From an optimization exercise on the open Yosys and OpenROAD flow, aimed at small area, a short achievable clock period and few clock cycles per item; shortcuts taken in it are not production practice. No functional check of the RTL was part of any run shown here. Power figures rest on the tool's default switching activity, not on a simulated workload.

File: flow/config.mk
export PLATFORM = sky130hd
export DESIGN_NAME = feistel_cbc
export DESIGN_NICKNAME = feistel_cbc
export VERILOG_FILES = /design/flow/design.v
export SDC_FILE = /design/flow/constraint.sdc
export NUM_CORES = 4
export LEC_CHECK = 0
export CAP_MARGIN = 20
export CORE_MARGIN = 2
export CORE_UTILIZATION = 40
export SLEW_MARGIN = 20
File: flow/constraint.sdc
create_clock -name core_clock -period 7.0 [get_ports {clk}]
set_input_delay 1.4000 -clock core_clock [delete_from_list [all_inputs] [get_ports {clk}]]
set_output_delay 1.4000 -clock core_clock [all_outputs]
set_load 0.01 [all_outputs]
File: flow/design.v
module feistel_cbc (
    input              clk,
    input              rst,
    input              start,
    input      [3:0]   op,
    input      [2:0]   kidx,
    input      [255:0] din,
    output             ready,
    output reg         done,
    output reg         err,
    output     [63:0]  blk,
    output     [63:0]  chain
);
    localparam OP_KEYLD   = 4'd0;
    localparam OP_BLKLD   = 4'd1;
    localparam OP_CHAINLD = 4'd2;
    localparam OP_BENC    = 4'd3;
    localparam OP_BDEC    = 4'd4;
    localparam OP_CBCENC  = 4'd5;
    localparam OP_CBCDEC  = 4'd6;
    localparam OP_FROUND  = 4'd7;
    localparam OP_FSWAP   = 4'd8;
    reg        busy;      
    reg        fr_q;      
    reg        dec_q;     
    reg        cenc_q;    
    reg        cdec_q;    
    reg [4:0]  rnd;       
    reg [31:0] key [0:7];
    reg [31:0] ka;        
    reg [63:0] blk_q;
    reg [63:0] chain_q;
    reg [63:0] save;      
    assign ready = ~busy;
    assign blk   = blk_q;
    assign chain = chain_q;
    function [3:0] sbox(input [2:0] i, input [3:0] v);
        reg [63:0] row;
        begin
            case (i)
                3'd0: row = 64'hC462A5B9E8D703F1;
                3'd1: row = 64'h68239A5C1E47BD0F;
                3'd2: row = 64'hB3582FADE174C960;
                3'd3: row = 64'hC821D4F670A53E9B;
                3'd4: row = 64'h7F5A816D093EB42C;
                3'd5: row = 64'h5DF692CAB78143E0;
                3'd6: row = 64'h8E25691CF4B0DA37;
                default: row = 64'h17ED05834FA69CB2;
            endcase
            case (v)
                4'd0:  sbox = row[63:60];
                4'd1:  sbox = row[59:56];
                4'd2:  sbox = row[55:52];
                4'd3:  sbox = row[51:48];
                4'd4:  sbox = row[47:44];
                4'd5:  sbox = row[43:40];
                4'd6:  sbox = row[39:36];
                4'd7:  sbox = row[35:32];
                4'd8:  sbox = row[31:28];
                4'd9:  sbox = row[27:24];
                4'd10: sbox = row[23:20];
                4'd11: sbox = row[19:16];
                4'd12: sbox = row[15:12];
                4'd13: sbox = row[11:8];
                4'd14: sbox = row[7:4];
                default: sbox = row[3:0];
            endcase
        end
    endfunction
    function [31:0] f_round(input [31:0] r, input [31:0] k);
        reg [31:0] t, u;
        integer i;
        begin
            t = r + k;
            for (i = 0; i < 8; i = i + 1)
                u[4*i +: 4] = sbox(i[2:0], t[4*i +: 4]);
            f_round = {u[20:0], u[31:21]};    
        end
    endfunction
    wire       accept  = start & ~busy;
    wire       is_fr   = (op == OP_FROUND);
    wire       is_cenc = (op == OP_CBCENC);
    wire       is_dec  = (op == OP_BDEC) || (op == OP_CBCDEC);
    wire       spec    = (op == OP_BENC) || is_dec;    
    wire [4:0] rnd_n   = busy ? (fr_q ? 5'd0 : rnd + 5'd1) : ((start & spec) ? 5'd1 : 5'd0);
    wire       dec_n   = busy ? dec_q : is_dec;
    wire       rev_n   = dec_n ? (rnd_n >= 5'd8) : (rnd_n >= 5'd24);
    wire [2:0] ka_sel  = (accept & is_fr) ? kidx : (rnd_n[2:0] ^ {3{rev_n}});
    wire [31:0] f_r  = blk_q[63:32] ^ f_round(blk_q[31:0], ka);    
    wire        last = (rnd == 5'd31);
    integer j;
    always @(posedge clk) begin
        if (rst)
            ka <= 32'd0;
        else if (accept && op == OP_KEYLD)
            ka <= din[255:224];
        else
            ka <= key[ka_sel];
        if (rst) begin
            busy    <= 1'b0;
            done    <= 1'b0;
            err     <= 1'b0;
            blk_q   <= 64'd0;
            chain_q <= 64'd0;
            for (j = 0; j < 8; j = j + 1)
                key[j] <= 32'd0;
        end else if (!busy) begin
            done <= 1'b0;
            if (start) begin
                err    <= 1'b0;
                fr_q   <= is_fr;
                dec_q  <= is_dec;
                cenc_q <= is_cenc;
                cdec_q <= (op == OP_CBCDEC);
                rnd    <= rnd_n;
                case (op)
                    OP_KEYLD: begin
                        for (j = 0; j < 8; j = j + 1)
                            key[j] <= din[255 - 32*j -: 32];
                        done <= 1'b1;
                    end
                    OP_BLKLD: begin
                        blk_q <= din[63:0];
                        done  <= 1'b1;
                    end
                    OP_CHAINLD: begin
                        chain_q <= din[63:0];
                        done    <= 1'b1;
                    end
                    OP_BENC, OP_BDEC, OP_CBCDEC: begin
                        save  <= blk_q;
                        blk_q <= {blk_q[31:0], f_r};
                        busy  <= 1'b1;
                    end
                    OP_CBCENC: begin
                        blk_q <= blk_q ^ chain_q;
                        busy  <= 1'b1;
                    end
                    OP_FROUND: begin
                        busy <= 1'b1;
                    end
                    OP_FSWAP: begin
                        blk_q <= {blk_q[31:0], blk_q[63:32]};
                        done  <= 1'b1;
                    end
                    default: begin
                        err  <= 1'b1;
                        done <= 1'b1;
                    end
                endcase
            end
        end else if (fr_q) begin
            blk_q <= {blk_q[31:0], f_r};
            busy  <= 1'b0;
            done  <= 1'b1;
        end else begin
            rnd <= rnd_n;
            if (!last)
                blk_q <= {blk_q[31:0], f_r};
            else begin
                if (cdec_q) begin
                    blk_q   <= {f_r, blk_q[31:0]} ^ chain_q;
                    chain_q <= save;
                end else
                    blk_q <= {f_r, blk_q[31:0]};
                if (cenc_q)
                    chain_q <= {f_r, blk_q[31:0]};
                busy <= 1'b0;
                done <= 1'b1;
            end
        end
    end
endmodule
File: flow/run.sh
#!/bin/bash
# synth_recipe.tcl (not shown) runs the flow's synth.tcl, then flattens the netlist and writes it again
# the make line also repeats each setting of config.mk as NAME=value (left out here)
make -C /OpenROAD-flow-scripts/flow DESIGN_CONFIG=/design/flow/config.mk WORK_HOME=/design/flow/orfs CLKGATE_MAP_FILE= SYNTH_SCRIPT=/design/flow/synth_recipe.tcl finish
==> flow_summary.ini, run 1 <==
[clock_tree]
cts-resized-gates = 0
cts_hold_buffers = 0
cts.htree.levels = 2
clock_latency_ns = 0.63
cts_made_buffers = 54
cts_sinks = 492
cts_tree = done
clockBufferDepth = 3
postCtsSetupBuffers = 0
path_clk_slew_ns = 0.06
clockRootBuffer = clkbuf_16

[routing]
vias_per_cell = 6.077
vias = 26450
wl_mm = 119.3
wl_met2_mm = 52.31
dr.pass1.iters = 9
wl_met1_mm = 48.44
drtIter0Drc = 3258
route.met3.wl_mm = 10.38
ant_nets = 0
wire_per_inst_microns = 27.41
dr.max_layer_used = met5
drc_errors = 0

[global_routing]
grt_pass1_vias = 24880
antenna_found_initial = 4
gr-total-overflow = 0
grt_max_degree = 186
grt_first_pass_wirelength_mm = 171.3
grt_usage_pct = 34.79

[power]
irDropWorstVdd_mv = 0.1864
power.density_nw_per_um2 = 245.3
pwr-share-comb_pct = 22.0
power.internal_w = 0.005348
swShare_pct = 31.66
p_sw_w = 0.002478
clkPwrFrac_pct = 37.6
finalPower_w = 0.007826
p_seq_share_pct = 40.4
p_leak_nw = 10.91

[timing]
layout_min_cycle_time_ns = 4.980
fin_skew_ns = 0.03379
finalWorstSetupSlack_ns = 2.020
hold_viol_final = 0
setup_viol = 0
grt_setup_unrepaired = no
fin_crit_sh_pct = 71.15
tightest_slew_ns = 1.123
drv_slew = 0
relSlewSlack_pct = 25.14
fin_setup_tns_ns = 0
fmax_mhz = 200.8

[yosys]
syn_area_sq_um = 25550
synthFlopType = dfxtp_1
synthTopCellsByArea = dfxtp_1 33%, nand2_1 12%, a21oi_1 9.0%, edfxtp_1 8.6%, clkbuf_1 3.2%
synth_area_leader_cell = dfxtp_1
synth_top_area_share_pct = 32.83
synth_seq_cells = 492
ys_warn_count = 2
syn_area_per_cell_sq_um = 7.938
ys_seq_area_share_pct = 41.41
synth_edf_count = 73
synthArstFlopShare_pct = 0
synth_nets = 3519
ys_types = 90
syn_inst = 3219

[critical_path]
startpoint_type = input pin
path_max_fanout = 24
path_class = in2reg
critPathCaptureType = register
cp_data_arrival_time_ns = 5.54
worstSetupStartpoint = op[0]
required_ns = 7.56
r2r-start = blk_q[0]
reg2reg_slack_ns = 2.09

[layout]
final_cell_area_sq_um = 31910
drive_gt1_share_pct = 5.275
area_delta_synth_final_pct = 24.88
final_core_utilization_pct = 50.59
nNetsFinal = 3763
n_antenna_cell = 0

[placed_design]
hpwl_mm = 88.62
place_area_sq_um = 30070
portBuffers = 396
dpl_worst_slack_ns = 1.371
place_congestion = 1.021

[die]
start_util_pct = 40.51
dieHeight_microns = 256.7
core_area_sq_um = 63080
dieArea_sq_um = 65920
die_w_microns = 256.7
row_count = 92
pin_count = 397

[worst_hold_path]
hold_path_startpoint = key[1][9]
hp-class = reg2reg

[flow_run]
maxCapViolCount = 0

[status]
status = finished clean
## worst max-delay path: stages
cell	delay [ns]
clkdlybuf4s50_1	0.54
nand2b_1	0.23
a21oi_1	0.80
a31o_2	0.30
o21ai_0	0.11
nand3_1	0.24
buf_4	0.37
nand2_1	0.11
nor2_1	0.83
a22oi_1	0.14
nand2_1	0.13
o221ai_1	0.13
a21oi_1	0.20
## per-stage QoR
step,hold slack (ns),cells
floorplan,0.4329,3219
global placement,0.4437,4251
detailed placement,0.4482,4252
CTS,0.4567,4352
global route,0.4771,4353
finish,0.4572,4353
## layout make-up
class | instances | area [sq um]
flip-flops and latches | 492 | 10580
multi-input cells | 2455 | 14010
clock buffers | 82 | 1619
inverters | 20 | 76.32
fillers | 6112 | 31170
clock inverters | 18 | 190.2
repair buffers | 440 | 4373
well taps | 846 | 1059
## cells in the mapped netlist, types with 8 or more instances
cell type	n
ha_1	33
mux2_2	10
edfxtp_1	73
a22oi_1	39
o21a_1	10
buf_2	20
a21oi_1	458
a31oi_1	36
and2_1	12
o32ai_1	10
and3_1	16
buf_1	14
nand4_1	17
o21ai_0	112
dfxtp_1	419
o22ai_1	11
clkbuf_1	217
mux2i_1	56
a2111oi_0	8
or3_1	20
xor2_1	78
xnor2_1	75
a211oi_1	32
o21ai_1	8
nand2_1	783
nand2b_1	18
o211ai_1	61
nor2_1	190
nor3_1	58
o221ai_1	29
inv_1	19
a221oi_1	30
nand3_1	49
o21bai_1	10
a21o_1	13
a222oi_1	41
a311oi_1	23
## per-layer routing
layer / vias up / global-route usage, %
met5: - / 0
met4: 6 / 20.45
met3: 275 / 6.168
met2: 1492 / 53.94
met1: 12680 / 45.36
li1: 12000 / -
## power groups by stage
stage	Clock [W]	Combinational [W]	Sequential [W]
detailed placement	0	0.00167	0.00322
finish	0.00294	0.00172	0.00317
CTS	0.00296	0.00168	0.00316
floorplan	0	0.000969	0.00312
global placement	0	0.00164	0.00322
global route	0.00307	0.00181	0.00316
## logic make-up (layout without fill, tap and decap cells)
| logic type | after synthesis | in the layout | synth area share [%] |
|---|---|---|---|
| buf+inv | 272 | 560 | 4.099 |
| mux | 66 | 66 | 2.634 |
| fa+ha+maj | 37 | 37 | 1.812 |
| simple gates | 1207 | 1207 | 19.69 |
| xor+xnor | 156 | 156 | 5.509 |
| flops | 492 | 492 | 41.41 |
| compound gates | 989 | 989 | 24.85 |
## path summary, 6_finish.rpt
kind	to	depth (start not counted)
setup / recovery	ka[23]	13
hold / removal	key[1][9]	2
setup reg to reg	blk_q[29]	14
hold reg to reg	key[1][9]	2
## cell usage in the layout, fill, tap and decap left out, types with 20 or more instances in the layout
master,instances
xor2_1,78
mux2i_1,56
ha_1,33
a311oi_1,23
xnor2_1,75
nor3_1,57
a221oi_1,30
nand3_1,48
clkdlybuf4s50_1,395
o21ai_0,111
clkbuf_16,56
a31oi_1,36
buf_4,38
o211ai_1,61
dfxtp_1,418
or3_1,20
a22oi_1,39
edfxtp_1,73
nand2_1,781
nor2_1,188
a211oi_1,32
o221ai_1,29
a21oi_1,456
a222oi_1,41
## state kept, by name (all words and copies together) (netlist names)
| register | count |
|---|---|
| key | 256 |
| blk_q | 64 |
| chain_q | 64 |
| save | 64 |
| ka | 32 |
| rnd | 5 |
| busy | 1 |
| cdec_q | 1 |
| cenc_q | 1 |
| dec_q | 1 |
| done | 1 |
| err | 1 |
| fr_q | 1 |
==> run 2, diff against run 1 <==
--- a/flow/config.mk
+++ b/flow/config.mk
@@ -10,2 +10,3 @@
 export CORE_UTILIZATION = 40
+export SETUP_SLACK_MARGIN = 3.0
 export SLEW_MARGIN = 20
==> run 2 against run 1 <==
Against the previous run: synthesized area unchanged; via count is 1.5% higher; count of clock-buffer cells in the layout is the same; global-route usage up 0.38 points; die area did not move; critical endpoint is now chain_q[60]; largest power group unchanged; highest routed layer is now met4.
==> flow_summary.ini, run 2 <==
[die]
row_count = 92
die_w_microns = 256.7
pin_count = 397
dieArea_sq_um = 65920
start_util_pct = 40.51
dieHeight_microns = 256.7
core_area_sq_um = 63080

[clock_tree]
cts_hold_buffers = 0
clock_latency_ns = 0.63
path_clk_slew_ns = 0.06
cts_sinks = 492
cts.htree.levels = 2
cts_made_buffers = 54
clockRootBuffer = clkbuf_16
cts_tree = done
clockBufferDepth = 3

[global_routing]
antenna_found_initial = 0
grt_max_degree = 186
grt_first_pass_wirelength_mm = 173.0
grt_usage_pct = 35.17
gr-total-overflow = 0
grt_pass1_vias = 25100

[yosys]
synth_nets = 3519
synthFlopType = dfxtp_1
yosysMostFrequentCell = nand2_1
syn_inst = 3219
ys_seq_area_share_pct = 41.41
syn_area_sq_um = 25550
synthArstFlopShare_pct = 0
synthTopCellsByArea = dfxtp_1 33%, nand2_1 12%, a21oi_1 9.0%, edfxtp_1 8.6%, clkbuf_1 3.2%
ys_warn_count = 2
synth_edf_count = 73
synth_seq_cells = 492
ys_types = 90
syn_area_per_cell_sq_um = 7.938
synth_area_leader_cell = dfxtp_1
synth_top_area_share_pct = 32.83
synth_common_cells = 783 x nand2_1, 458 x a21oi_1, 419 x dfxtp_1, 217 x clkbuf_1, 190 x nor2_1

[power]
p_sw_w = 0.002578
power.density_nw_per_um2 = 243.2
pwr-share-comb_pct = 24.0
swShare_pct = 32.00
p_seq_share_pct = 39.4
irDropWorstVdd_mv = 0.1893
clkPwrFrac_pct = 36.6
power.internal_w = 0.005478
p_leak_nw = 11.33

[routing]
drc_errors = 0
route.met3.wl_mm = 11.01
ant_nets = 0
dr.max_layer_used = met4
vias_per_cell = 6.104
wire_per_inst_microns = 27.53
wl_met2_mm = 53.12
dr.pass1.iters = 8
wl_mm = 121.1
vias = 26850
wl_met1_mm = 48.39
drtIter0Drc = 3367

[layout]
area_delta_synth_final_pct = 29.65
drive_gt1_share_pct = 9.823
layout_common_cells = 779 x nand2_1, 453 x a21oi_1, 393 x dfxtp_1, 391 x clkdlybuf4s50_1, 181 x nor2_1
final_cell_area_sq_um = 33130
nNetsFinal = 3809
n_antenna_cell = 0
regMostFlops = key
largest_reg_flops = 256
mostFrequentLayoutCell = nand2_1

[timing]
fmax_mhz = 247.2
hold_viol_final = 0
relSlewSlack_pct = 24.35
setup_viol = 0
grt_setup_unrepaired = yes
fin_skew_ns = 0.03654
tightest_slew_ns = 1.123
fin_crit_sh_pct = 57.80
drv_slew = 0
worst_hold_slack_ns = 0.4559
layout_min_cycle_time_ns = 4.046
fin_setup_tns_ns = 0

[critical_path]
path_cells = clkdlybuf4s50_1 > nand2_1 > nor2_1 > nand3_2 > and2_4 > buf_4 > a211oi_1 > a21oi_1 > a211oi_1
path_common_cell = a211oi_1
cp_top_family = simple AND/OR/NAND/NOR gates
cp_data_arrival_time_ns = 4.58
path_class = in2reg
cpMaxStageDelayCell = clkdlybuf4s50_1
required_ns = 7.53
cp.buffers_inverters = 2
worstRegToRegCells = 17
crit_path_max_incr_delay_ns = 0.61
startpoint_type = input pin
crit_cells = 9
path_max_fanout = 30
critPathCaptureType = register

[placed_design]
place_area_sq_um = 30070
portBuffers = 396
place_congestion = 1.021
hpwl_mm = 88.62

[worst_hold_path]
hp-class = reg2reg
holdPathStages = 2

[flow_run]
maxCapViolCount = 0

[status]
status = finished clean
## run 2: cell types whose count changed in the layout (fill, tap and decap cells not counted), moves of 10 or more
cell,delta
xnor2_2,+10
xnor2_1,-13
dfxtp_2,+17
dfxtp_1,-25
buf_4,+31
xor2_1,-10
ha_1,-11
## run 2: repair_timing
item | in CTS | in global routing
endpoints found under the setup margin | 185 | 198
pin swaps | 29 | 33
cloned | 0 | 1
setup buffers | 29 | 16
gates resized for setup | 98 | 90
## run 2: tightest hold or removal path, delay by kind of cell (launching register included)
family / cells / cell delay (ns)
AO/OA/AOI/OAI: 1 / 0.05
flip-flops: 1 / 0.31
AND/OR/NAND/NOR: 1 / 0.05
## run 2: kinds of logic (layout without fill, tap and decap cells)
| group | after synthesis | after routing | share of synthesized area [%] |
|---|---|---|---|
| flip-flops | 492 | 492 | 41.41 |
| adder cells (fa/ha/maj) | 37 | 37 | 1.812 |
| buffers and inverters | 272 | 605 | 4.099 |
| AO/OA/AOI/OAI | 989 | 989 | 24.85 |
| multiplexers | 66 | 66 | 2.634 |
| AND/OR/NAND/NOR | 1207 | 1208 | 19.69 |
| XOR/XNOR | 156 | 156 | 5.509 |
## run 2: stage by stage
stage | util (%) | power [W] | std cells | setup slack (ns)
CTS | 51.66 | 0.007922 | 4381 | 2.955
floorplan | - | 0.004090 | 3219 | 3.065
detailed placement | 47.67 | 0.004890 | 4252 | 1.371
global placement | 47.65 | 0.004860 | 4251 | 1.448
global route | 52.52 | 0.008265 | 4399 | 2.825
finish | 52.52 | 0.008056 | 4399 | 2.954
## run 2: final cells by class
type / count / area, sq um
Fill cell: 5993 / 29950
Multi-Input combinational cell: 2456 / 14750
Sequential cell: 492 / 10640
Timing Repair Buffer: 485 / 4796
Clock buffer: 82 / 1619
Tap cell: 846 / 1059
Clock inverter: 18 / 190.2
Inverter: 20 / 77.57
## run 2: routing by layer
layer  vias to the layer above  GRT usage (%)
li1                      12090              -
met1                     12880          46.04
met2                      1606          54.59
met3                       278          6.000
met4                         0          20.51
met5                         -              0
## run 2: power groups by stage
stage                     clock, W  combinational [W]  sequential (W)
after floorplan                  0           0.000969         0.00312
after global placement           0            0.00164         0.00322
after detailed placement         0            0.00167         0.00322
after CTS                  0.00296            0.00181         0.00316
after global routing       0.00307            0.00203         0.00317
final                      0.00295            0.00193         0.00317
## run 2: path summary, 6_finish.rpt
kind,from,to,slack [ns]
max,start,chain_q[60],2.95
min,key[1][9],key[1][9],0.46
max reg2reg,blk_q[0],blk_q[39],3.00
min reg2reg,key[1][9],key[1][9],0.46

-- afterwards: timing with drivers on the ports --
In the flow no input, the clock included, has a driving cell. The finished layouts below were timed again as built, in two steps. Step 1 sets driving cells, clkbuf_16 on the clock port and buf_2 on the other inputs (assumed; they add their load-dependent delay and slew). Step 2 adds t to the input delays and takes it off the output delays; t is the mean of the earliest and latest rising clock arrival at the registers after step 1. Input paths then give back, and output paths get back, about the clock's delay inside the block. a / b / c = no drivers / after step 1 / after step 2; a / b = the first two.
run | shift t [ns] | setup WS [ns] | worst setup path at the end
run 1 | 0.677 | 2.020 / 2.050 / 1.373 | input to register
run 2 | 0.677 | 2.954 / 2.991 / 2.313 | input to register
After both steps setup and hold are still met in every run listed. The setup slack of run 1, which loses most, moves by +0.030 ns with the drivers and by -0.647 ns with both steps.
